This design comes from an exercise in tuning for small area, a short achievable clock period and few clock cycles on the open sky130 flow, not from production work.
No run shown here included a check of the RTL's function; only the layout flow was run.
Power figures rest on the tool's default switching activity, not on a simulated workload.

==> flow/config.mk <==
export PLATFORM = sky130hd
export DESIGN_NAME = fsq_table_engine
export DESIGN_NICKNAME = fsq_table_engine
export VERILOG_FILES = /design/flow/design.v
export SDC_FILE = /design/flow/constraint.sdc
export NUM_CORES = 8
export LEC_CHECK = 0
export CAP_MARGIN = 20
export CORE_MARGIN = 2
export CORE_UTILIZATION = 45
export PLACE_DENSITY = 0.6
export SETUP_SLACK_MARGIN = 5
export SLEW_MARGIN = 20
==> flow/constraint.sdc <==
create_clock -name core_clock -period 10.0 [get_ports {clk}]
set_input_delay 2.0000 -clock core_clock [delete_from_list [all_inputs] [get_ports {clk}]]
set_output_delay 2.0000 -clock core_clock [all_outputs]
set_load 0.01 [all_outputs]
==> flow/design.v <==
module fsq_table_engine (
    input  wire        clk,
    input  wire        rst,
    input  wire        cmd_valid,
    output wire        cmd_ready,
    input  wire [3:0]  cmd_op,
    input  wire [7:0]  cmd_a,
    input  wire [7:0]  cmd_b,
    output wire        rsp_valid,
    output wire [3:0]  rsp_err,
    output wire [2:0]  rsp_sub,
    output wire [7:0]  rsp_arg,
    output wire [16:0] rsp_result,
    output wire        rsp_tv,
    output wire [2:0]  rsp_k,
    output wire [2:0]  rsp_b
);
    localparam OP_NOP    = 4'h0, OP_CLEAR  = 4'h1, OP_APUSH = 4'h2, OP_KPUSH = 4'h3,
               OP_SETPAD = 4'h4, OP_BUILD  = 4'h5, OP_ENCB  = 4'hA, OP_DECB  = 4'hB,
               OP_PACK   = 4'hC, OP_UNPACK = 4'hD;
    localparam B_FIRST = 2'd0, B_SCAN = 2'd1, B_COL = 2'd2, B_FIN = 2'd3;
    function [3:0] rc_of(input [3:0] p, input [1:0] ks);
        begin
            case (ks)
            2'd0: rc_of = 4'd0;
            2'd1: rc_of = {1'b0, p[1], 1'b0, p[0]};
            2'd2: case (p)
                4'd0: rc_of = {2'd0, 2'd0}; 4'd1: rc_of = {2'd0, 2'd1}; 4'd2: rc_of = {2'd0, 2'd2};
                4'd3: rc_of = {2'd1, 2'd0}; 4'd4: rc_of = {2'd1, 2'd1}; 4'd5: rc_of = {2'd1, 2'd2};
                4'd6: rc_of = {2'd2, 2'd0}; 4'd7: rc_of = {2'd2, 2'd1}; 4'd8: rc_of = {2'd2, 2'd2};
                default: rc_of = 4'bxxxx;
                endcase
            default: rc_of = p;
            endcase
        end
    endfunction
    function [3:0] mk(input [1:0] r, input [1:0] c, input [1:0] ks);
        begin
            case (ks)
            2'd0: mk = 4'd0;
            2'd1: mk = {2'd0, r[0], c[0]};
            2'd2: case ({r, c})
                4'b0000: mk = 4'd0; 4'b0001: mk = 4'd1; 4'b0010: mk = 4'd2;
                4'b0100: mk = 4'd3; 4'b0101: mk = 4'd4; 4'b0110: mk = 4'd5;
                4'b1000: mk = 4'd6; 4'b1001: mk = 4'd7; 4'b1010: mk = 4'd8;
                default: mk = 4'bxxxx;
                endcase
            default: mk = {r, c};
            endcase
        end
    endfunction
    function [4:0] mkb(input [1:0] r, input [1:0] c, input [1:0] ks);
        begin
            case (ks)
            2'd0: mkb = 5'd1;
            2'd1: mkb = {2'd0, 1'b1, r[0], c[0]};
            2'd2: case ({r, c})
                4'b0000: mkb = 5'd9;  4'b0001: mkb = 5'd10; 4'b0010: mkb = 5'd11;
                4'b0100: mkb = 5'd12; 4'b0101: mkb = 5'd13; 4'b0110: mkb = 5'd14;
                4'b1000: mkb = 5'd15; 4'b1001: mkb = 5'd16; 4'b1010: mkb = 5'd17;
                default: mkb = 5'bxxxxx;
                endcase
            default: mkb = {1'b1, r, c};
            endcase
        end
    endfunction
    function [7:0] pack2(input [3:0] p1, input [3:0] p2, input [1:0] ks);
        begin
            case (ks)
            2'd0: pack2 = 8'd0;
            2'd1: pack2 = {4'd0, p1[1:0], p2[1:0]};
            default: pack2 = {p1, p2};
            endcase
        end
    endfunction
    function [15:0] therm(input [4:0] n);
        begin
            case (n)
            5'd0:  therm = 16'h0000; 5'd1:  therm = 16'h0001; 5'd2:  therm = 16'h0003;
            5'd3:  therm = 16'h0007; 5'd4:  therm = 16'h000f; 5'd5:  therm = 16'h001f;
            5'd6:  therm = 16'h003f; 5'd7:  therm = 16'h007f; 5'd8:  therm = 16'h00ff;
            5'd9:  therm = 16'h01ff; 5'd10: therm = 16'h03ff; 5'd11: therm = 16'h07ff;
            5'd12: therm = 16'h0fff; 5'd13: therm = 16'h1fff; 5'd14: therm = 16'h3fff;
            5'd15: therm = 16'h7fff; default: therm = 16'hffff;
            endcase
        end
    endfunction
    reg [6:0]  alpha [0:15];             
    reg [7:0]  kslot [0:31];
    reg [4:0]  alen;
    reg [5:0]  klen;
    reg [7:0]  pad;
    reg        pad_mem;                  
    reg        hi_f;  reg [3:0] hi_i;    
    reg        dup_f; reg [3:0] dup_i;   
    reg        tv;
    reg [2:0]  r_k, r_b;                 
    reg        fast_ok;                  
    reg        kdup;                     
    reg [15:0] seen_a, seen_b;
    wire [1:0] ksel = {alen[4] | alen[3], alen[4] | alen[2]};
    wire       n_sq = (alen == 5'd1) || (alen == 5'd4) || (alen == 5'd9) || (alen == 5'd16);
    reg [1:0]  bst;
    reg        sv;                       
    reg [7:0]  sdat;
    reg [4:0]  sdi;
    reg        slast;
    reg [1:0]  sph;                      
    reg        dup_a, dup_b;
    reg [3:0]  min_da;
    reg [1:0]  sr, sc;
    reg       rdy, c_v;
    reg [3:0] c_op;
    reg [7:0] c_a, c_b;
    reg [3:0] c_sa;                      
    reg [4:0] c_sb;                      
    reg       c_age, c_bge;              
    assign cmd_ready = rdy;
    wire bdone;                          
    wire [4:0] scan_next;                
    wire [3:0] i_rc1 = rc_of(cmd_a[3:0], ksel);
    wire [3:0] i_rc2 = rc_of(cmd_b[3:0], ksel);
    always @(posedge clk) begin
        c_op <= cmd_op; c_a <= cmd_a; c_b <= cmd_b;
        c_sa <= mk(i_rc1[3:2], i_rc2[1:0], ksel);
        c_sb <= rdy ? mkb(i_rc2[3:2], i_rc1[1:0], ksel) : scan_next;
        c_age <= cmd_a >= {3'd0, alen};
        c_bge <= cmd_b >= {3'd0, alen};
        if (rst) begin
            rdy <= 1'b1; c_v <= 1'b0;
        end else if (rdy) begin
            c_v <= cmd_valid;
            rdy <= !(cmd_valid && cmd_op == OP_BUILD);
        end else begin
            c_v <= !bdone;
            rdy <= bdone;
        end
    end
    wire e_cmd   = c_v && rdy;           
    wire e_build = !rdy;                 
    wire [15:0] amask = therm(alen);
    wire [6:0]  cam_x = rdy ? c_a[6:0] : sdat[6:0];
    reg  [15:0] cam_m;
    reg  [3:0]  cam_code;
    integer i;
    always @* begin
        cam_code = 4'd0;
        for (i = 0; i < 16; i = i + 1) begin
            cam_m[i] = (alpha[i] == cam_x) && amask[i];
            if (cam_m[i]) cam_code = cam_code | i[3:0];
        end
    end
    wire cam_hit = |cam_m;
    wire [3:0] enc_o1 = kslot[c_sa][3:0];
    wire [7:0] prt    = kslot[c_sb];     
    wire [3:0] enc_o2 = prt[3:0];
    wire [15:0] dmask_a = ksel == 2'd3 ? 16'hffff : ksel == 2'd2 ? 16'h01ff :
                          ksel == 2'd1 ? 16'h000f : 16'h0001;
    wire [31:0] dmask_b = ksel == 2'd3 ? 32'hffff0000 : ksel == 2'd2 ? 32'h0003fe00 :
                          ksel == 2'd1 ? 32'h000000f0 : 32'h00000002;
    reg [15:0] dm_a;
    reg [31:0] dm_b;
    reg [3:0]  de_a, de_b;               
    always @* begin
        de_a = 4'd0; de_b = 4'd0;
        for (i = 0; i < 16; i = i + 1) begin
            dm_a[i] = kslot[i][3:0] == c_a[3:0] && dmask_a[i];
            if (dm_a[i]) de_a = de_a | i[3:0];
        end
        for (i = 0; i < 32; i = i + 1) begin
            dm_b[i] = kslot[i][3:0] == c_b[3:0] && dmask_b[i];
            if (dm_b[i]) de_b = de_b | i[3:0];
        end
    end
    wire [3:0] rc3_a = {dm_a[6] | dm_a[7] | dm_a[8], dm_a[3] | dm_a[4] | dm_a[5],
                        dm_a[2] | dm_a[5] | dm_a[8], dm_a[1] | dm_a[4] | dm_a[7]};
    wire [3:0] rc3_b = {dm_b[15] | dm_b[16] | dm_b[17], dm_b[12] | dm_b[13] | dm_b[14],
                        dm_b[11] | dm_b[14] | dm_b[17], dm_b[10] | dm_b[13] | dm_b[16]};
    wire [3:0] rca = ksel == 2'd3 ? de_a : ksel == 2'd2 ? rc3_a :
                     ksel == 2'd1 ? {1'b0, de_a[1], 1'b0, de_a[0]} : 4'd0;
    wire [3:0] rcb = ksel == 2'd3 ? de_b : ksel == 2'd2 ? rc3_b :
                     ksel == 2'd1 ? {1'b0, de_b[1], 1'b0, de_b[0]} : 4'd0;
    wire [3:0] dec_o1 = mk(rca[3:2], rcb[1:0], ksel);
    wire [3:0] dec_o2 = mk(rcb[3:2], rca[1:0], ksel);
    wire        k_res  = !c_a[7] && cam_hit;
    wire [7:0]  k_data = c_a[7] ? 8'h90 : (cam_hit ? {4'b1000, cam_code} : {1'b0, c_a[6:0]});
    wire        k_in_b = klen >= {1'b0, alen};
    wire        s_in_b = sdi >= alen;
    wire        s_res  = sdat[7];
    wire        s_bad  = s_res ? sdat[4] : !cam_hit;
    wire [15:0] s_oh   = s_res ? (16'd1 << sdat[3:0]) : cam_m;
    wire [3:0]  s_code = s_res ? sdat[3:0] : cam_code;
    wire        s_da   = !s_in_b && |(seen_a & s_oh);
    wire        s_db   = s_in_b && |(seen_b & s_oh);
    wire [15:0] col_oh = 16'd1 << sdat[3:0];
    wire        c_last_r = sr == ksel;       
    wire [1:0]  sr_n = c_last_r ? 2'd0 : sr + 2'd1;
    wire [1:0]  sc_n = c_last_r ? sc + 2'd1 : sc;
    assign scan_next = bst == B_SCAN ? c_sb + 5'd1 : bst == B_COL ? mkb(sr, sc, ksel) : 5'd0;
    wire [3:0] mrc   = rc_of(min_da, ksel);
    wire [7:0] idx1  = pack2(mk(mrc[3:2], 2'd0, ksel), {2'd0, mrc[1:0]}, ksel);
    wire [7:0] idx2  = pack2({2'd0, sc}, mk(sr, 2'd0, ksel), ksel);
    wire [7:0] fin_i = !dup_b ? idx1 : (!dup_a ? idx2 : (idx1 < idx2 ? idx1 : idx2));
    reg        n_v;
    reg [3:0]  n_err;
    reg [2:0]  n_sub;
    reg [7:0]  n_arg;
    reg [11:0] n_res;      
    reg        b_done;
    assign bdone = b_done;
    wire       b_pass = n_sq && !hi_f && !dup_f && pad_mem && klen == {alen, 1'b0};
    always @* begin
        n_v = 1'b0; n_err = 4'd0; n_sub = 3'd0; n_arg = 8'd0; n_res = 12'd0; b_done = 1'b0;
        if (e_cmd) begin
            n_v = 1'b1;
            case (c_op)
            OP_NOP, OP_CLEAR, OP_SETPAD: ;
            OP_APUSH: if (alen[4]) begin n_err = 4'd3; n_sub = 3'd5; n_arg = 8'd16; end
            OP_KPUSH: if (klen[5]) begin n_err = 4'd4; n_sub = 3'd1; n_arg = 8'd32; end
            OP_ENCB, OP_DECB, OP_UNPACK: begin
                if (!tv) begin n_err = 4'd2; end
                else if (c_age) begin n_err = 4'd6; n_sub = 3'd1; n_arg = c_a; end
                else if (c_op != OP_UNPACK && c_bge) begin n_err = 4'd6; n_sub = 3'd2; n_arg = c_b; end
                else if (c_op == OP_ENCB)   n_res = {1'b1, enc_o1, 3'd0, enc_o2};
                else if (c_op == OP_DECB)   n_res = {1'b1, dec_o1, 3'd0, dec_o2};
                else                        n_res = {1'b1, 4'd0, alpha[c_a[3:0]]};
            end
            OP_PACK: begin
                if (!tv) n_err = 4'd2;
                else if (k_res) n_res = {1'b1, 4'd0, 3'd0, cam_code};
            end
            default: begin n_err = 4'd1; n_sub = 3'd1; end
            endcase
        end else if (e_build) begin
            case (bst)
            B_FIRST: begin
                b_done = 1'b1;
                if (alen == 5'd0)                 begin n_err = 4'd3; n_sub = 3'd1; end
                else if (!n_sq)                   begin n_err = 4'd3; n_sub = 3'd2; n_arg = {3'd0, alen}; end
                else if (hi_f)                    begin n_err = 4'd3; n_sub = 3'd3; n_arg = {4'd0, hi_i}; end
                else if (dup_f)                   begin n_err = 4'd3; n_sub = 3'd4; n_arg = {4'd0, dup_i}; end
                else if (!pad_mem)                begin n_err = 4'd5; n_sub = 3'd1; n_arg = pad; end
                else if (klen != {alen, 1'b0})    begin n_err = 4'd4; n_sub = 3'd2; n_arg = {2'd0, klen}; end
                else if (!(fast_ok && !kdup))     b_done = 1'b0;
            end
            B_SCAN: if (sv) begin
                if (s_bad) begin
                    b_done = 1'b1; n_err = 4'd4; n_sub = 3'd3; n_arg = {3'd0, sdi};
                end else if (slast && !(dup_a || s_da || dup_b || s_db)) begin
                    b_done = 1'b1;
                end
            end
            B_FIN: begin
                b_done = 1'b1; n_err = 4'd4; n_sub = 3'd4; n_arg = fin_i;
            end
            default: ;
            endcase
            n_v = b_done;
        end
    end
    reg        r_v;
    reg [3:0]  r_err;
    reg [2:0]  r_sub;
    reg [7:0]  r_arg;
    reg [11:0] r_res;
    assign rsp_valid  = r_v;
    assign rsp_err    = r_err;
    assign rsp_sub    = r_sub;
    assign rsp_arg    = r_arg;
    assign rsp_result = {r_res[11], 4'd0, r_res[10:7], 1'b0, r_res[6:0]};
    assign rsp_tv     = tv;
    assign rsp_k      = r_k;
    assign rsp_b      = r_b;
    always @(posedge clk) begin
        r_err <= n_err; r_sub <= n_sub; r_arg <= n_arg; r_res <= n_res;
        if (rst) r_v <= 1'b0; else r_v <= n_v;
    end
    wire build_ok = e_build && ((bst == B_FIRST && b_pass && fast_ok && !kdup) ||
                                (bst == B_SCAN && sv && !s_bad && slast && !(dup_a || s_da || dup_b || s_db)));
    always @(posedge clk) begin
        if (rst) begin
            tv <= 1'b0; r_k <= 3'd0; r_b <= 3'd0;
        end else if (build_ok) begin
            tv <= 1'b1;
            r_k <= {alen[4], alen[3] | alen[2], alen[0]};
            r_b <= {alen[4] | alen[3], alen[2], 1'b0};
        end else if ((e_cmd && (c_op == OP_CLEAR || c_op == OP_SETPAD ||
                                (c_op == OP_APUSH && !alen[4]) || (c_op == OP_KPUSH && !klen[5]))) ||
                     (e_build && bst == B_FIRST)) begin
            tv <= 1'b0; r_k <= 3'd0; r_b <= 3'd0;
        end
    end
    always @(posedge clk) begin
        if (rst) begin
            alen <= 5'd0; klen <= 6'd0; pad <= 8'h20; pad_mem <= 1'b0;
            hi_f <= 1'b0; dup_f <= 1'b0; bst <= B_FIRST;
        end else if (e_cmd) begin
            case (c_op)
            OP_CLEAR: begin
                alen <= 5'd0; klen <= 6'd0; pad <= 8'h20; pad_mem <= 1'b0;
                hi_f <= 1'b0; dup_f <= 1'b0;
            end
            OP_APUSH: if (!alen[4]) begin
                alpha[alen[3:0]] <= c_a[6:0];
                alen <= alen + 5'd1;
                if (!hi_f && c_a[7]) begin hi_f <= 1'b1; hi_i <= alen[3:0]; end
                if (!dup_f && cam_hit) begin dup_f <= 1'b1; dup_i <= alen[3:0]; end
                if (c_a == pad && !pad[7]) pad_mem <= 1'b1;
                if (klen != 6'd0) fast_ok <= 1'b0;
            end
            OP_KPUSH: if (!klen[5]) begin
                kslot[klen[4:0]] <= k_data;
                klen <= klen + 6'd1;
                if (klen == 6'd0) begin
                    fast_ok <= k_res;
                    kdup <= 1'b0;
                    seen_a <= k_in_b ? 16'd0 : cam_m;
                    seen_b <= k_in_b ? cam_m : 16'd0;
                end else begin
                    fast_ok <= fast_ok && k_res;
                    if (k_in_b) begin
                        if (|(seen_b & cam_m)) kdup <= 1'b1;
                        seen_b <= seen_b | cam_m;
                    end else begin
                        if (|(seen_a & cam_m)) kdup <= 1'b1;
                        seen_a <= seen_a | cam_m;
                    end
                end
            end
            OP_SETPAD: begin
                pad <= c_a;
                pad_mem <= !c_a[7] && cam_hit;
            end
            default: ;
            endcase
        end else if (e_build) begin
            case (bst)
            B_FIRST: begin
                sv <= 1'b0;
                if (b_pass && !(fast_ok && !kdup)) begin
                    bst <= B_SCAN;
                    seen_a <= 16'd0; seen_b <= 16'd0;
                    dup_a <= 1'b0; dup_b <= 1'b0;
                    fast_ok <= 1'b0;
                end
            end
            B_SCAN: begin
                sv <= 1'b1; sdat <= prt; sdi <= c_sb;
                slast <= c_sb == klen[4:0] - 5'd1;
                if (sv) begin
                    if (s_bad) begin
                        bst <= B_FIRST;
                    end else begin
                        if (!s_res) kslot[sdi] <= {4'b1000, cam_code};
                        if (s_in_b) seen_b <= seen_b | s_oh;
                        else        seen_a <= seen_a | s_oh;
                        if (s_da && !dup_a) begin dup_a <= 1'b1; min_da <= sdi[3:0]; end
                        if (s_db) dup_b <= 1'b1;
                        if (slast) begin
                            if (!(dup_a || s_da || dup_b || s_db)) begin
                                bst <= B_FIRST;
                            end else if (dup_b || s_db) begin
                                bst <= B_COL; sr <= 2'd0; sc <= 2'd0; sph <= 2'd0;
                                seen_b <= 16'd0;
                            end else begin
                                bst <= B_FIN;
                            end
                        end
                    end
                end
            end
            B_COL: begin
                sph <= sph == 2'd2 ? 2'd0 : sph + 2'd1;
                if (sph == 2'd1) begin
                    sdat <= prt;
                end else if (sph == 2'd2) begin
                    if (|(seen_b & col_oh)) begin
                        bst <= B_FIN;
                    end else begin
                        seen_b <= seen_b | col_oh;
                        sr <= sr_n; sc <= sc_n;
                    end
                end
            end
            default: begin  
                bst <= B_FIRST;
            end
            endcase
        end
    end
endmodule
==> flow/run.sh <==
#!/bin/bash
# synth_recipe.tcl (not shown) runs the flow's synth.tcl, then flattens the netlist and writes it again
# the make line also repeats each setting of config.mk as NAME=value (left out here)
make -C /OpenROAD-flow-scripts/flow DESIGN_CONFIG=/design/flow/config.mk WORK_HOME=/design/flow/orfs CLKGATE_MAP_FILE= SYNTH_SCRIPT=/design/flow/synth_recipe.tcl finish
==> results of run 1 <==
-- cells by family after synthesis --
kind of cell	count (synthesis)	synth area share (%)
mux	182	12.0
fa+ha+maj	61	2.53
simple gates	717	12.3
xor+xnor	292	8.50
flops	546	50.8
other cells	1	0.0125
buf+inv	235	3.33
compound gates	460	10.5
-- synth_stat cells (14+ instances only) --
| library cell | number |
|---|---|
| sky130_fd_sc_hd__edfxtp_1 | 437 |
| sky130_fd_sc_hd__xnor2_1 | 205 |
| sky130_fd_sc_hd__nor2_1 | 187 |
| sky130_fd_sc_hd__mux4_2 | 134 |
| sky130_fd_sc_hd__dfxtp_1 | 109 |
| sky130_fd_sc_hd__nand2_1 | 104 |
| sky130_fd_sc_hd__clkbuf_1 | 96 |
| sky130_fd_sc_hd__o21ai_0 | 93 |
| sky130_fd_sc_hd__a21oi_1 | 92 |
| sky130_fd_sc_hd__xor2_1 | 87 |
| sky130_fd_sc_hd__nand3_1 | 81 |
| sky130_fd_sc_hd__inv_1 | 79 |
| sky130_fd_sc_hd__nor3_1 | 78 |
| sky130_fd_sc_hd__ha_1 | 60 |
| sky130_fd_sc_hd__nand2b_1 | 39 |
| sky130_fd_sc_hd__a22oi_1 | 33 |
| sky130_fd_sc_hd__nand4_1 | 33 |
| sky130_fd_sc_hd__nor4_1 | 32 |
| sky130_fd_sc_hd__o22ai_1 | 32 |
| sky130_fd_sc_hd__nor2b_1 | 31 |
| sky130_fd_sc_hd__and2_1 | 27 |
| sky130_fd_sc_hd__mux2i_1 | 24 |
| sky130_fd_sc_hd__and3_1 | 22 |
| sky130_fd_sc_hd__a31oi_1 | 21 |
| sky130_fd_sc_hd__buf_2 | 21 |
| sky130_fd_sc_hd__buf_1 | 20 |
| sky130_fd_sc_hd__a221o_1 | 17 |
| sky130_fd_sc_hd__or2_2 | 17 |
| sky130_fd_sc_hd__or3_1 | 17 |
| sky130_fd_sc_hd__a211oi_1 | 15 |
| sky130_fd_sc_hd__mux2_2 | 15 |
| sky130_fd_sc_hd__o211ai_1 | 15 |
| sky130_fd_sc_hd__nor4_2 | 14 |
-- state kept, by name, summed over array words and instances (netlist names), 3 cells and up, named ones only --
name    flops
c_b         8
c_op        4
alen        5
sdi         5
seen_a     16
klen        6
r_k         3
r_arg       8
dup_i       4
pad         8
alpha     112
min_da      4
r_res      12
sdat        8
hi_i        4
kslot     256
seen_b     16
r_sub       3
r_err       3
c_sb        5
c_a         8
-- critical path: stages, from the launching register on --
cell and delay (ns):
sky130_fd_sc_hd__dfxtp_2 0.32, sky130_fd_sc_hd__buf_6 0.34, sky130_fd_sc_hd__mux2i_4 0.43, sky130_fd_sc_hd__buf_4 0.26, sky130_fd_sc_hd__buf_4 0.16, sky130_fd_sc_hd__xnor2_1 0.07
sky130_fd_sc_hd__nor4_2 0.45, sky130_fd_sc_hd__nand2_1 0.25, sky130_fd_sc_hd__nand4_1 0.20, sky130_fd_sc_hd__nor4_2 0.05, sky130_fd_sc_hd__buf_4 0.20, sky130_fd_sc_hd__or3_2 0.75
sky130_fd_sc_hd__nor3_1 0.38, sky130_fd_sc_hd__a31oi_4 0.24, sky130_fd_sc_hd__nor2_4 0.40
-- per-layer routing --
layer | track usage (%) | vias up | part of all wire, %
met5 | 0 | - | 0.013
met4 | 11.9 | 2 | 4.7
met3 | 4.31 | 243 | 9.0
met2 | 43.8 | 1364 | 45
met1 | 41.3 | 11300 | 42
li1 | - | 9593 | -
-- cell usage in the layout (no fill, tap or decap), types with 80 or more instances in the layout --
master	Yosys	layout
sky130_fd_sc_hd__edfxtp_1	437	437
sky130_fd_sc_hd__xnor2_1	205	205
sky130_fd_sc_hd__nor2_1	187	155
sky130_fd_sc_hd__mux4_2	134	134
sky130_fd_sc_hd__nand2_1	104	104
sky130_fd_sc_hd__dfxtp_1	109	99
sky130_fd_sc_hd__o21ai_0	93	92
sky130_fd_sc_hd__a21oi_1	92	90
sky130_fd_sc_hd__xor2_1	87	87
sky130_fd_sc_hd__nand3_1	81	80
-- worst paths after layout --
| check | end | cells past startpoint | start | slack (ns) |
|---|---|---|---|---|
| worst max-delay path | kslot[5][6] | 14 | rdy | 5.12 |
| worst min-delay path | r_b[1] | 2 | r_b[1] | 0.48 |
| worst max register to register | kslot[5][6] | 14 | rdy | 5.12 |
| worst min register to register | r_b[1] | 2 | r_b[1] | 0.48 |
-- report_power, final --
group | leakage (nW) | internal (mW) | switching, mW | total (mW)
clock | 0.986 | 1.33 | 0.983 | 2.31
sequential | 4.85 | 2.45 | 0.0135 | 2.47
combinational | 5.35 | 0.106 | 0.170 | 0.276
-- through the flow --
stage,std cells,power (mW),utilization [%]
floorplan,2500,2.68,-
global placement,3316,2.77,47.8
detailed placement,3316,2.77,47.8
CTS,3454,5.07,51.5
global route,3458,5.19,51.9
finish,3458,5.06,51.9
-- final cells by class --
type / count / area (sq um)
multi-input combinational: 1719 / 14200
clock buffer: 66 / 1570
sequential: 546 / 15300
inverter: 83 / 313
timing repair buffer: 131 / 1200
tap: 864 / 1080
clock inverter: 49 / 528
fill: 5582 / 31800
-- what timing repair did --
item / in CTS / in global routing
setup endpoints to repair: 397 / 330
gates resized for setup: 41 / 37
buffers inserted: 23 / 2
endpoints found under the hold margin: 0 / 0
cloned: 0 / 0
==> results.cfg, run 1 <==
[logic_synthesis]
synthesis.area_sq_um = 30100
postSynth.topFlopCell = sky130_fd_sc_hd__edfxtp_1
synth_largest_type_area_fraction_pct = 43.6
flop_and_latch_count_out_of_synthesis = 546
yosys-top-cells-area = sky130_fd_sc_hd__edfxtp_1, sky130_fd_sc_hd__mux4_2, sky130_fd_sc_hd__dfxtp_1, sky130_fd_sc_hd__xnor2_1, sky130_fd_sc_hd__xor2_1
synth_edf_count = 437
synth.yosys.warnings = 1
postSynth.asyncResetShare_pct = 0
yosysUniqueCellTypes = 95
post_synth_inst_count = 2494
syn_area_per_cell_sq_um = 12.1
sequential_area_share_after_synthesis_pct = 50.8
synth_largest_area_cell = sky130_fd_sc_hd__edfxtp_1

[global_route]
global_route.usage.total_pct = 28.8
antenna_violations_before_repair = 1
first_pass_grt_wire_length_mm = 149
grt_start_max_net_pins = 69
grt_pass1_vias = 21500
globalRouteOverflowTotal = 0

[sta]
largest_clock_skew_in_the_final_design_ns = 0.0285
setup_violations = 0
grt_setup_unrepaired = false
actual_slew_at_the_worst_max_slew_pin_ns = 1.12
timing.final.crit_period_ns = 4.88
hold_slack_ns = 0.479
post-route-period-util_pct = 48.8
slew_viol_final = 0
worst_slew_margin_rel_pct = 25.6
final_hold_viol_count = 0
worst_slack_ns = 5.12
fin_setup_tns_ns = 0
fmax_mhz = 205

[clocking]
cts.clk_slew.worst_paths_ns = 0.06
cts_max_path_buffers = 3
tritoncts = yes
cts.root.buffer_cell = sky130_fd_sc_hd__clkbuf_16
worstSkewPairLatency_ns = 0.65
h-tree-depth = 2
cts_hold_repair.buffers = 0
numCtsBuffers = 61
clock-sinks = 546

[route]
detail_route.vias_per_cell = 6.50
route.vias.total = 22500
routed_wirelength_mm = 100
postRouteAntennaNets = 0
drc_errors = 0
drt-wirelength-per-cell_um = 29.0
drc_violation_total_after_the_first_tritonroute_iteration = 2825
detail_route.first_pass.iterations = 6

[cells_and_area]
stdcell_area_sq_um = 34200
finish.net_count = 2625
antenna-diode-count = 0
area.growth.synth_to_final_pct = 13.7
share_of_layout_cells_above_drive_strength_1_pct = 17.6

[critical_path]
worstPathRequired_ns = 10.30
critical_path_peak_fanout = 31
category_of_the_worst_setup_path_launch_point = register
crit_path_end_kind = register
path_class = register to register
critical_path_arrival_ns = 5.19

[placed_design]
buffer_ports.inserted = 56
post_dp_cell_area_sq_um = 31500
dp_slack_ns = 4.23
place.gp.congestion = 0.950
detailedPlacementHpwl_mm = 71.6

[run]
cap_violations = 0

[pwr]
total_leakage_power_nw = 11.2
vdd_ir_drop_max_v = 0.000151
p_per_area_nw_per_um2 = 148

[floorplanning]
ios = 64
die_width_um = 263
floorplan_core_area_sq_um = 66000
row_count = 94
dieHeight_um = 263
floorplan_die_area_sq_um = 69000
effective_utilization_at_floorplan_pct = 45.6

[outcome]
outcome = timing/DRC/antenna clean

[worst_hold_path]
worst_hold_path_type = register to register
==> inputs of run 2 (changes only) <==
--- a/flow/config.mk
+++ b/flow/config.mk
@@ -9,5 +9,4 @@
 export CORE_MARGIN = 2
 export CORE_UTILIZATION = 45
 export PLACE_DENSITY = 0.6
-export SETUP_SLACK_MARGIN = 5
 export SLEW_MARGIN = 20
==> run 2 against run 1 <==
Effect of this change: still clean; total power fell by 0.27%; sequential power barely moved; cell count fell by 0.72%; hold slack barely moved; utilization fell by 0.84 points; first-iteration DRC count rose by 11%; cell area fell by 1.6%; count of clock-buffer cells in the layout did not move; via count fell by 1.1%; critical endpoint unchanged; largest cell class unchanged; largest power group unchanged; highest routed layer unchanged.
==> results.cfg, run 2 <==
[sta]
hold_slack_ns = 0.479
actual_slew_at_the_worst_max_slew_pin_ns = 1.11
fmax_mhz = 168
post-route-period-util_pct = 59.6
worst_slew_margin_rel_pct = 25.7
worst_slack_ns = 4.04
largest_clock_skew_in_the_final_design_ns = 0.0338
final_hold_viol_count = 0
grt_setup_unrepaired = false
slew_viol_final = 0
timing.final.crit_period_ns = 5.96
fin_setup_tns_ns = 0
setup_violations = 0

[cells_and_area]
largest_reg_flops = 256
stdcell_area_sq_um = 33700
area.growth.synth_to_final_pct = 11.8
layout.area.seq_sq_um = 15300
layout.cells.most_common_list = sky130_fd_sc_hd__edfxtp_1, sky130_fd_sc_hd__xnor2_1, sky130_fd_sc_hd__nor2_1
share_of_layout_cells_above_drive_strength_1_pct = 15.0
final_common_cell = sky130_fd_sc_hd__edfxtp_1
stdcell_count = 3433
finish.net_count = 2600
num-fill-cells = 5617
largest_register_by_flop_count = kslot
utilization_pct = 51.0
multi_input_area_sq_um = 13900
antenna-diode-count = 0

[clocking]
numCtsBuffers = 61
post_cts.repair.setup_buffers = 0
h-tree-depth = 2
cts.clk_slew.worst_paths_ns = 0.06
worstSkewPairLatency_ns = 0.65
clock-sinks = 546
cts.root.buffer_cell = sky130_fd_sc_hd__clkbuf_16
cts_repair_resize_count = 0
cts_max_path_buffers = 3
cts_hold_repair.buffers = 0
tritoncts = yes

[logic_synthesis]
postSynth.asyncResetShare_pct = 0
syn_area_per_cell_sq_um = 12.1
synth.yosys.warnings = 1
post_synth_inst_count = 2494
synth-xor-area-share_pct = 8.50
flop_and_latch_count_out_of_synthesis = 546
synth_compound_gate_area_share_pct = 10.5
postSynth.topFlopCell = sky130_fd_sc_hd__edfxtp_1
yosys-top-cells-count = sky130_fd_sc_hd__edfxtp_1, sky130_fd_sc_hd__xnor2_1, sky130_fd_sc_hd__nor2_1, sky130_fd_sc_hd__mux4_2, sky130_fd_sc_hd__dfxtp_1
synth_simple_gate_area_share_pct = 12.3
yosys-top-cells-area = sky130_fd_sc_hd__edfxtp_1, sky130_fd_sc_hd__mux4_2, sky130_fd_sc_hd__dfxtp_1, sky130_fd_sc_hd__xnor2_1, sky130_fd_sc_hd__xor2_1
main_combinational_cell_family_by_area_after_synthesis = simple AND/OR/NAND/NOR gates
synth_edf_count = 437
sequential_area_share_after_synthesis_pct = 50.8
post_synth_fa_ha_maj_area_fraction_pct = 2.53
synthesis.area_sq_um = 30100
synthMostInstantiatedCell = sky130_fd_sc_hd__edfxtp_1
synth_mux_area_share_pct = 12.0
yosysUniqueCellTypes = 95
synth_largest_area_cell = sky130_fd_sc_hd__edfxtp_1
synth_largest_type_area_fraction_pct = 43.6

[outcome]
outcome = timing/DRC/antenna clean

[placed_design]
post_dp_cell_area_sq_um = 31500
placedCellCount = 3316
dp_slack_ns = 4.23
detailedPlacementHpwl_mm = 71.6
place.gp.congestion = 0.950
buffer_ports.inserted = 56

[global_route]
grt_pass1_vias = 21400
global_route.usage.total_pct = 28.5
first_pass_grt_wire_length_mm = 148
grt_start_max_net_pins = 69
globalRouteOverflowTotal = 0
antenna_violations_before_repair = 2

[route]
postRouteAntennaNets = 0
detail_route.vias_per_cell = 6.48
drt-wirelength-per-cell_um = 28.9
drc_errors = 0
route.vias.total = 22200
detail_route.first_pass.iterations = 8
drc_violation_total_after_the_first_tritonroute_iteration = 3137
routed_wirelength_mm = 99.2

[worst_hold_path]
worst_hold_path_type = register to register

[pwr]
report.power.total_mw = 5.04
vdd_ir_drop_max_v = 0.000152
total_leakage_power_nw = 11.0
p_per_area_nw_per_um2 = 150

[floorplanning]
floorplan_core_area_sq_um = 66000
floorplan_die_area_sq_um = 69000
ios = 64
die_width_um = 263
dieHeight_um = 263
effective_utilization_at_floorplan_pct = 45.6
row_count = 94

[critical_path]
worstPathRequired_ns = 10.26
critical_path_peak_fanout = 31
category_of_the_worst_setup_path_launch_point = register
critical_path_arrival_ns = 6.22
path_class = register to register
crit_path_end_kind = register

[run]
cap_violations = 0
-- run 2: worst max-delay path, cell delays in order (launching register included) --
cell and delay [ns]:
sky130_fd_sc_hd__dfxtp_2 0.31, sky130_fd_sc_hd__buf_4 0.45, sky130_fd_sc_hd__mux2i_4 0.87, sky130_fd_sc_hd__xnor2_1 0.14
sky130_fd_sc_hd__nor4_1 0.65, sky130_fd_sc_hd__nand3_1 0.48, sky130_fd_sc_hd__nand4_1 0.31, sky130_fd_sc_hd__nor4_2 0.07
sky130_fd_sc_hd__buf_4 0.20, sky130_fd_sc_hd__or3_1 0.70, sky130_fd_sc_hd__nor3_1 0.35, sky130_fd_sc_hd__a31oi_2 0.26
sky130_fd_sc_hd__nor2_1 0.72
-- run 2: final timing paths --
path	startpoint	endpoint	slack, ns	cells past startpoint
max reg2reg	rdy	kslot[5][6]	4.04	12
min	r_b[1]	r_b[1]	0.48	2
min reg2reg	r_b[1]	r_b[1]	0.48	2
max	rdy	kslot[5][6]	4.04	12
-- run 2: layer usage --
metal,GRT usage (%),share of wire [%]
met5,0,0.013
met1,41.2,42
met3,4.11,9.0
met2,43.4,45
met4,11.3,4.3
-- run 2: cell families after synthesis --
logic type      Yosys count
flops                   546
mux                     182
xor+xnor                292
buf+inv                 235
fa+ha+maj                61
other cells               1
compound gates          460
simple gates            717
-- run 2: layout make-up --
type	count	share of cell area, %
multi-input cells	1719	41.3
clock inverters	49	1.57
repair buffers	106	2.83
well taps	864	3.21
flip-flops and latches	546	45.5
inverters	83	0.925
clock buffers	66	4.65
-- run 2: power breakdown --
part           switching [mW]  leakage [nW]  internal, mW
Sequential             0.0133          4.85          2.45
Clock                   0.985         0.986          1.33
Combinational           0.165          5.20        0.0959
Total                    1.16          11.0          3.88

==> static timing again, ports no longer ideal <==
No port has a modelled driver above. Below, the same layouts with a new extraction and two added sets of constraints. Step 1 sets driving cells, clkbuf_16 on the clock port and buf_2 on the other inputs (assumed; they add their load-dependent delay and slew). Step 2 also shifts input and output timing later by t, the mid clock arrival at the registers, as if the neighbouring blocks saw the same clock. a / b / c = ideal ports / drivers / drivers and shift; a / b = the first two.
run	t, ns	slack for setup (ns)	worst slew at a driven data input, ns
run 1	0.697	5.116 / 5.116 / 4.742	0.04
run 2	0.701	4.038 / 4.038 / 4.038	0.04
After both steps every run listed still meets setup and hold. The setup slack of run 1, which loses most, moves by 0.000 ns with the drivers and by -0.374 ns with both steps.
